Background: an optimization exercise with open tools, aiming at small area, a short achievable clock period and few clock cycles per item. Do not read the settings as production practice. The RTL was checked by simulation tests, not by an equivalence proof against the original design.

==> build 81: inputs <==
Design had8_mixer, start of the top module:
module had8_mixer (
    input  wire         clk,
    input  wire         rst,           
    input  wire         in_valid,
    output wire         in_ready,
    input  wire [255:0] in_frame,      
    output wire         out_valid,
    input  wire         out_ready,
    output wire [255:0] out_frame
);
Settings: LEC_CHECK=0, CAP_MARGIN=20, CORE_MARGIN=2, CORE_UTILIZATION=40, SLEW_MARGIN=20; clock period 20.0 ns.
run.sh (not shown) runs the stock make flow with config.mk's settings and CLKGATE_MAP_FILE= SYNTH_SCRIPT=/design/flow/synth_recipe.tcl, a recipe that flattens the netlist after the stock synthesis.
==> build 3 (differences from build 81) <==
--- a/flow/design.v
+++ b/flow/design.v
@@ -20,17 +20,23 @@
     wire [7:0] eb_e = {b[30:24], b[23] | (b[30:24] == 7'd0)};
     wire [8:0] dab  = {1'b0, ea_e} - {1'b0, eb_e};
     wire [8:0] dba  = {1'b0, eb_e} - {1'b0, ea_e};
     wire [7:0] dst  = dab[8] ? dba[7:0] : dab[7:0];
     wire [7:0]  e_big = {big[30:24], big[23] | (big[30:24] == 7'd0)};
     wire [23:0] m_big = {big[30:23] != 0, big[22:0]};
     wire [23:0] m_sml = {sml[30:23] != 0, sml[22:0]};
-    wire [54:0] shf = {m_sml, 31'd0} >> dst[4:0];
+    wire [25:0] shf = {m_sml, 2'b00} >> dst[4:0];
     wire        far = dst[7:5] != 3'd0;
-    wire [26:0] m_sml_x = far ? {26'd0, m_sml != 0} : {shf[54:29], shf[28:0] != 0};
+    reg  [23:0] lowm;
+    integer i;
+    always @*
+        for (i = 0; i < 24; i = i + 1)
+            lowm[i] = far || (dst[4:0] > i + 2);
+    wire        stk = (m_sml & lowm) != 24'd0;
+    wire [26:0] m_sml_x = {far ? 26'd0 : shf, stk};
     assign st = {a_nan || b_nan, a_nan || b_nan || (a_inf && b_inf), a_inf || b_inf,
                  sa == sb, sa, swap, e_big, m_big, m_sml_x};
 endmodule
 module had8_bf_sum (
     input  wire [64:0] st,
     output wire [73:0] q
 );
@@ -43,16 +49,19 @@
     wire [7:0]  e_big   = st[58:51];
     wire [23:0] m_big   = st[50:27];
     wire [26:0] m_sml_x = st[26:0];
     wire [26:0] m_big_x = {m_big, 3'b000};
     wire [27:0] sum = {1'b0, m_big_x} + {1'b0, m_sml_x};
     wire [26:0] n_a = sum[27] ? {sum[27:2], sum[1] | sum[0]} : sum[26:0];
     wire [26:0] dif   = m_big_x - m_sml_x;
-    wire [7:0]  lim   = e_big - 8'd1;
-    wire [26:0] lmask = (lim >= 8'd26) ? 27'd0 : (27'h4000000 >> lim);
+    reg  [26:0] lmask;
+    integer i;
+    always @*
+        for (i = 0; i < 27; i = i + 1)
+            lmask[i] = (e_big == 27 - i);
     wire [31:0] z32 = {dif | lmask, 5'b11111};
     wire        l16 = (z32[31:16] == 16'd0);
     wire [15:0] w16 = l16 ? z32[15:0] : z32[31:16];
     wire        l8  = (w16[15:8] == 8'd0);
     wire [7:0]  w8  = l8 ? w16[7:0] : w16[15:8];
     wire        l4  = (w8[7:4] == 4'd0);
     wire [3:0]  w4  = l4 ? w8[3:0] : w8[7:4];
@@ -151,81 +160,104 @@
     output wire         in_ready,
     input  wire [255:0] in_frame,      
     output wire         out_valid,
     input  wire         out_ready,
     output wire [255:0] out_frame
 );
     localparam NL = 11;                
-    reg           adv;
+    localparam NA = 45;                
+    reg  [NA-1:0] adv;                 
     reg  [NL-1:0] vld;                 
-    reg           o_vld, k_vld;        
+    reg  [7:0]    o_vld, k_vld;        
+    wire stall_hold = o_vld[0] && !out_ready;
+    function adv_next(input a);
+        adv_next = !(stall_hold && (k_vld[0] || (a && vld[NL-1])));
+    endfunction
     reg  [255:0] x0;
-    always @(posedge clk)
-        if (adv) x0 <= in_frame;
+    genvar c;
+    generate
+        for (c = 0; c < 8; c = c + 1) begin : g_in
+            always @(posedge clk)
+                if (adv[c]) x0[32*c +: 32] <= in_frame[32*c +: 32];
+        end
+    endgenerate
     wire [255:0] y1, y2, y3;
     wire [4*65-1:0] a1, a2, a3;
     wire [4*74-1:0] b1, b2, b3;
     reg  [4*65-1:0] qa1, qa2, qa3;
     reg  [4*74-1:0] qb1, qb2, qb3;
     reg  [255:0]    x2, x4, x6;
     genvar k;
     generate
         for (k = 0; k < 4; k = k + 1) begin : g_bf
             localparam integer L1 = 2 * k;
             localparam integer L2 = (k / 2) * 4 + (k % 2);
             localparam integer L3 = k;
+            localparam integer A  = 8 + 7 * k;
             had8_bf_align u_a1 (.a(x0[32*L1 +: 32]), .b(x0[32*(L1+1) +: 32]), .st(a1[65*k +: 65]));
             had8_bf_sum   u_s1 (.st(qa1[65*k +: 65]), .q(b1[74*k +: 74]));
             had8_bf_norm  u_n1 (.q(qb1[74*k +: 74]), .s(y1[32*L1 +: 32]), .d(y1[32*(L1+1) +: 32]));
             had8_bf_align u_a2 (.a(x2[32*L2 +: 32]), .b(x2[32*(L2+2) +: 32]), .st(a2[65*k +: 65]));
             had8_bf_sum   u_s2 (.st(qa2[65*k +: 65]), .q(b2[74*k +: 74]));
             had8_bf_norm  u_n2 (.q(qb2[74*k +: 74]), .s(y2[32*L2 +: 32]), .d(y2[32*(L2+2) +: 32]));
             had8_bf_align u_a3 (.a(x4[32*L3 +: 32]), .b(x4[32*(L3+4) +: 32]), .st(a3[65*k +: 65]));
             had8_bf_sum   u_s3 (.st(qa3[65*k +: 65]), .q(b3[74*k +: 74]));
             had8_bf_norm  u_n3 (.q(qb3[74*k +: 74]), .s(y3[32*L3 +: 32]), .d(y3[32*(L3+4) +: 32]));
+            always @(posedge clk) begin
+                if (adv[A+0]) qa1[65*k +: 65] <= a1[65*k +: 65];
+                if (adv[A+1]) qb1[74*k +: 74] <= b1[74*k +: 74];
+                if (adv[A+2]) begin
+                    x2[32*L1 +: 32]     <= y1[32*L1 +: 32];
+                    x2[32*(L1+1) +: 32] <= y1[32*(L1+1) +: 32];
+                end
+                if (adv[A+3]) qa2[65*k +: 65] <= a2[65*k +: 65];
+                if (adv[A+4]) qb2[74*k +: 74] <= b2[74*k +: 74];
+                if (adv[A+5]) begin
+                    x4[32*L2 +: 32]     <= y2[32*L2 +: 32];
+                    x4[32*(L2+2) +: 32] <= y2[32*(L2+2) +: 32];
+                end
+                if (adv[A+6]) qa3[65*k +: 65] <= a3[65*k +: 65];
+                if (adv[A+6]) qb3[74*k +: 74] <= b3[74*k +: 74];
+            end
         end
     endgenerate
     wire [8*46-1:0] pm;
     reg  [8*46-1:0] qm;
     wire [255:0]    ym;
-    genvar c;
+    reg  [255:0]    o_frame, k_frame;
+    wire            push = adv[NA-1] && vld[NL-1];
     generate
         for (c = 0; c < 8; c = c + 1) begin : g_mul
             had8_mul_pre   u_p (.a(x6[32*c +: 32]), .st(pm[46*c +: 46]));
             had8_mul_round u_r (.st(qm[46*c +: 46]), .y(ym[32*c +: 32]));
+            always @(posedge clk) begin
+                if (adv[36 + c / 2]) x6[32*c +: 32] <= y3[32*c +: 32];
+                if (adv[40 + c / 2]) qm[46*c +: 46] <= pm[46*c +: 46];
+                if (adv[40 + c / 2]) k_frame[32*c +: 32] <= ym[32*c +: 32];
+                if (!o_vld[c] || out_ready)
+                    o_frame[32*c +: 32] <= k_vld[c] ? k_frame[32*c +: 32] : ym[32*c +: 32];
+            end
         end
     endgenerate
-    always @(posedge clk)
-        if (adv) begin
-            qa1 <= a1;  qb1 <= b1;  x2 <= y1;
-            qa2 <= a2;  qb2 <= b2;  x4 <= y2;
-            qa3 <= a3;  qb3 <= b3;  x6 <= y3;
-            qm  <= pm;
-        end
-    reg  [255:0] o_frame, k_frame;
-    wire push = adv && vld[NL-1];
-    wire pop  = o_vld && out_ready;
-    always @(posedge clk) begin
-        if (adv) k_frame <= ym;
-        if (!o_vld || pop) o_frame <= k_vld ? k_frame : ym;
-    end
+    integer i;
     always @(posedge clk) begin
         if (rst) begin
-            adv   <= 1'b1;
+            adv   <= {NA{1'b1}};
             vld   <= {NL{1'b0}};
-            o_vld <= 1'b0;
-            k_vld <= 1'b0;
+            o_vld <= 8'd0;
+            k_vld <= 8'd0;
         end else begin
-            if (adv) vld <= {vld[NL-2:0], in_valid};
-            if (!o_vld || pop) begin
-                o_vld <= k_vld || push;
-                k_vld <= 1'b0;
+            if (adv[NA-1]) vld <= {vld[NL-2:0], in_valid};
+            for (i = 0; i < NA; i = i + 1)
+                adv[i] <= adv_next(adv[i]);
+            if (!stall_hold) begin
+                o_vld <= {8{k_vld[0] || push}};
+                k_vld <= 8'd0;
             end else begin
-                k_vld <= k_vld || push;
+                k_vld <= {8{k_vld[0] || push}};
             end
-            adv <= !(o_vld && !pop && (k_vld || push));
         end
     end
-    assign in_ready  = adv;
-    assign out_valid = o_vld;
+    assign in_ready  = adv[NA-1];
+    assign out_valid = o_vld[0];
     assign out_frame = o_frame;
 endmodule
- ABC_AREA: not set -> 1
- CORE_UTILIZATION: 40 -> 35
- PLACE_DENSITY: not set -> 0.45
==> trial 15 (differences from build 81) <==
--- a/flow/design.v
+++ b/flow/design.v
@@ -20,17 +20,23 @@
     wire [7:0] eb_e = {b[30:24], b[23] | (b[30:24] == 7'd0)};
     wire [8:0] dab  = {1'b0, ea_e} - {1'b0, eb_e};
     wire [8:0] dba  = {1'b0, eb_e} - {1'b0, ea_e};
     wire [7:0] dst  = dab[8] ? dba[7:0] : dab[7:0];
     wire [7:0]  e_big = {big[30:24], big[23] | (big[30:24] == 7'd0)};
     wire [23:0] m_big = {big[30:23] != 0, big[22:0]};
     wire [23:0] m_sml = {sml[30:23] != 0, sml[22:0]};
-    wire [54:0] shf = {m_sml, 31'd0} >> dst[4:0];
+    wire [25:0] shf = {m_sml, 2'b00} >> dst[4:0];
     wire        far = dst[7:5] != 3'd0;
-    wire [26:0] m_sml_x = far ? {26'd0, m_sml != 0} : {shf[54:29], shf[28:0] != 0};
+    reg  [23:0] lowm;
+    integer i;
+    always @*
+        for (i = 0; i < 24; i = i + 1)
+            lowm[i] = far || (dst[4:0] > i + 2);
+    wire        stk = (m_sml & lowm) != 24'd0;
+    wire [26:0] m_sml_x = {far ? 26'd0 : shf, stk};
     assign st = {a_nan || b_nan, a_nan || b_nan || (a_inf && b_inf), a_inf || b_inf,
                  sa == sb, sa, swap, e_big, m_big, m_sml_x};
 endmodule
 module had8_bf_sum (
     input  wire [64:0] st,
     output wire [73:0] q
 );
@@ -43,16 +49,19 @@
     wire [7:0]  e_big   = st[58:51];
     wire [23:0] m_big   = st[50:27];
     wire [26:0] m_sml_x = st[26:0];
     wire [26:0] m_big_x = {m_big, 3'b000};
     wire [27:0] sum = {1'b0, m_big_x} + {1'b0, m_sml_x};
     wire [26:0] n_a = sum[27] ? {sum[27:2], sum[1] | sum[0]} : sum[26:0];
     wire [26:0] dif   = m_big_x - m_sml_x;
-    wire [7:0]  lim   = e_big - 8'd1;
-    wire [26:0] lmask = (lim >= 8'd26) ? 27'd0 : (27'h4000000 >> lim);
+    reg  [26:0] lmask;
+    integer i;
+    always @*
+        for (i = 0; i < 27; i = i + 1)
+            lmask[i] = (e_big == 27 - i);
     wire [31:0] z32 = {dif | lmask, 5'b11111};
     wire        l16 = (z32[31:16] == 16'd0);
     wire [15:0] w16 = l16 ? z32[15:0] : z32[31:16];
     wire        l8  = (w16[15:8] == 8'd0);
     wire [7:0]  w8  = l8 ? w16[7:0] : w16[15:8];
     wire        l4  = (w8[7:4] == 4'd0);
     wire [3:0]  w4  = l4 ? w8[3:0] : w8[7:4];
@@ -151,81 +160,104 @@
     output wire         in_ready,
     input  wire [255:0] in_frame,      
     output wire         out_valid,
     input  wire         out_ready,
     output wire [255:0] out_frame
 );
     localparam NL = 11;                
-    reg           adv;
+    localparam NA = 45;                
+    reg  [NA-1:0] adv;                 
     reg  [NL-1:0] vld;                 
-    reg           o_vld, k_vld;        
+    reg  [7:0]    o_vld, k_vld;        
+    wire stall_hold = o_vld[0] && !out_ready;
+    function adv_next(input a);
+        adv_next = !(stall_hold && (k_vld[0] || (a && vld[NL-1])));
+    endfunction
     reg  [255:0] x0;
-    always @(posedge clk)
-        if (adv) x0 <= in_frame;
+    genvar c;
+    generate
+        for (c = 0; c < 8; c = c + 1) begin : g_in
+            always @(posedge clk)
+                if (adv[c]) x0[32*c +: 32] <= in_frame[32*c +: 32];
+        end
+    endgenerate
     wire [255:0] y1, y2, y3;
     wire [4*65-1:0] a1, a2, a3;
     wire [4*74-1:0] b1, b2, b3;
     reg  [4*65-1:0] qa1, qa2, qa3;
     reg  [4*74-1:0] qb1, qb2, qb3;
     reg  [255:0]    x2, x4, x6;
     genvar k;
     generate
         for (k = 0; k < 4; k = k + 1) begin : g_bf
             localparam integer L1 = 2 * k;
             localparam integer L2 = (k / 2) * 4 + (k % 2);
             localparam integer L3 = k;
+            localparam integer A  = 8 + 7 * k;
             had8_bf_align u_a1 (.a(x0[32*L1 +: 32]), .b(x0[32*(L1+1) +: 32]), .st(a1[65*k +: 65]));
             had8_bf_sum   u_s1 (.st(qa1[65*k +: 65]), .q(b1[74*k +: 74]));
             had8_bf_norm  u_n1 (.q(qb1[74*k +: 74]), .s(y1[32*L1 +: 32]), .d(y1[32*(L1+1) +: 32]));
             had8_bf_align u_a2 (.a(x2[32*L2 +: 32]), .b(x2[32*(L2+2) +: 32]), .st(a2[65*k +: 65]));
             had8_bf_sum   u_s2 (.st(qa2[65*k +: 65]), .q(b2[74*k +: 74]));
             had8_bf_norm  u_n2 (.q(qb2[74*k +: 74]), .s(y2[32*L2 +: 32]), .d(y2[32*(L2+2) +: 32]));
             had8_bf_align u_a3 (.a(x4[32*L3 +: 32]), .b(x4[32*(L3+4) +: 32]), .st(a3[65*k +: 65]));
             had8_bf_sum   u_s3 (.st(qa3[65*k +: 65]), .q(b3[74*k +: 74]));
             had8_bf_norm  u_n3 (.q(qb3[74*k +: 74]), .s(y3[32*L3 +: 32]), .d(y3[32*(L3+4) +: 32]));
+            always @(posedge clk) begin
+                if (adv[A+0]) qa1[65*k +: 65] <= a1[65*k +: 65];
+                if (adv[A+1]) qb1[74*k +: 74] <= b1[74*k +: 74];
+                if (adv[A+2]) begin
+                    x2[32*L1 +: 32]     <= y1[32*L1 +: 32];
+                    x2[32*(L1+1) +: 32] <= y1[32*(L1+1) +: 32];
+                end
+                if (adv[A+3]) qa2[65*k +: 65] <= a2[65*k +: 65];
+                if (adv[A+4]) qb2[74*k +: 74] <= b2[74*k +: 74];
+                if (adv[A+5]) begin
+                    x4[32*L2 +: 32]     <= y2[32*L2 +: 32];
+                    x4[32*(L2+2) +: 32] <= y2[32*(L2+2) +: 32];
+                end
+                if (adv[A+6]) qa3[65*k +: 65] <= a3[65*k +: 65];
+                if (adv[A+6]) qb3[74*k +: 74] <= b3[74*k +: 74];
+            end
         end
     endgenerate
     wire [8*46-1:0] pm;
     reg  [8*46-1:0] qm;
     wire [255:0]    ym;
-    genvar c;
+    reg  [255:0]    o_frame, k_frame;
+    wire            push = adv[NA-1] && vld[NL-1];
     generate
         for (c = 0; c < 8; c = c + 1) begin : g_mul
             had8_mul_pre   u_p (.a(x6[32*c +: 32]), .st(pm[46*c +: 46]));
             had8_mul_round u_r (.st(qm[46*c +: 46]), .y(ym[32*c +: 32]));
+            always @(posedge clk) begin
+                if (adv[36 + c / 2]) x6[32*c +: 32] <= y3[32*c +: 32];
+                if (adv[40 + c / 2]) qm[46*c +: 46] <= pm[46*c +: 46];
+                if (adv[40 + c / 2]) k_frame[32*c +: 32] <= ym[32*c +: 32];
+                if (!o_vld[c] || out_ready)
+                    o_frame[32*c +: 32] <= k_vld[c] ? k_frame[32*c +: 32] : ym[32*c +: 32];
+            end
         end
     endgenerate
-    always @(posedge clk)
-        if (adv) begin
-            qa1 <= a1;  qb1 <= b1;  x2 <= y1;
-            qa2 <= a2;  qb2 <= b2;  x4 <= y2;
-            qa3 <= a3;  qb3 <= b3;  x6 <= y3;
-            qm  <= pm;
-        end
-    reg  [255:0] o_frame, k_frame;
-    wire push = adv && vld[NL-1];
-    wire pop  = o_vld && out_ready;
-    always @(posedge clk) begin
-        if (adv) k_frame <= ym;
-        if (!o_vld || pop) o_frame <= k_vld ? k_frame : ym;
-    end
+    integer i;
     always @(posedge clk) begin
         if (rst) begin
-            adv   <= 1'b1;
+            adv   <= {NA{1'b1}};
             vld   <= {NL{1'b0}};
-            o_vld <= 1'b0;
-            k_vld <= 1'b0;
+            o_vld <= 8'd0;
+            k_vld <= 8'd0;
         end else begin
-            if (adv) vld <= {vld[NL-2:0], in_valid};
-            if (!o_vld || pop) begin
-                o_vld <= k_vld || push;
-                k_vld <= 1'b0;
+            if (adv[NA-1]) vld <= {vld[NL-2:0], in_valid};
+            for (i = 0; i < NA; i = i + 1)
+                adv[i] <= adv_next(adv[i]);
+            if (!stall_hold) begin
+                o_vld <= {8{k_vld[0] || push}};
+                k_vld <= 8'd0;
             end else begin
-                k_vld <= k_vld || push;
+                k_vld <= {8{k_vld[0] || push}};
             end
-            adv <= !(o_vld && !pop && (k_vld || push));
         end
     end
-    assign in_ready  = adv;
-    assign out_valid = o_vld;
+    assign in_ready  = adv[NA-1];
+    assign out_valid = o_vld[0];
     assign out_frame = o_frame;
 endmodule
- CORE_UTILIZATION: 40 -> 45
- CTS_CLUSTER_DIAMETER: not set -> 100
- CTS_CLUSTER_SIZE: not set -> 25
- PLACE_DENSITY: not set -> 0.55
==> impl_metrics.json <==
{
  "multi_input_area_share_pct": 51.81,
  "status": "finished clean",
  "ys.warnings.count": 3
}
(the above is from build 3)
==> impl_metrics.json <==
{
  "ys.warnings.count": 1,
  "multi_input_area_share_pct": 53.87,
  "status": "finished clean"
}
(the above is from build 81)
==> impl_metrics.json <==
{
  "ys.warnings.count": 3,
  "multi_input_area_share_pct": 55.37,
  "seq_area_frac_synth_pct": 36.47,
  "worst-path-buf-inv": 1,
  "status": "finished clean"
}
(the above is from trial 15)
Testbench counts of build 81, summed over its fixed seeds: cycles 2,144, items 2,048.
Testbench counts of build 3, summed over its fixed seeds: cycles 2,144, items 2,048.
Testbench counts of trial 15, summed over its fixed seeds: cycles 2,144, items 2,048.

## afterwards: timing with drivers on the ports
How much do the figures lean on ideal ports? The routed layouts below were timed once more, with nothing changed but the port constraints.
Step 1 sets driving cells, clkbuf_16 on the clock port and buf_2 on the other inputs (assumed; they add their load-dependent delay and slew).
Step 2 times the ports against the registers' clock, not the clock port: input delays grow and output delays shrink by t, the midpoint of the rising clock arrivals with the driver on.
a / b / c = no drivers / after step 1 / after step 2; a / b = the first two.
run	t (ns)	slack for setup (ns)	hold slack, ns	worst register clock-pin slew, ns	pins driven straight from the clock port
build 81	1.194	13.392 / 13.392 / 13.113	0.415 / 0.415 / 0.415	0.07 / 0.07	1
build 3	1.229	13.547 / 13.391 / 13.235	0.416 / 0.416 / 0.416	0.07 / 0.07	1
trial 15	1.159	13.501 / 13.359 / 12.830	0.410 / 0.410 / 0.410	0.12 / 0.12	1
After both steps setup and hold are still met in every run listed. For trial 15, which loses most, drivers alone change the setup slack by -0.142 ns; drivers and shift together by -0.671 ns.
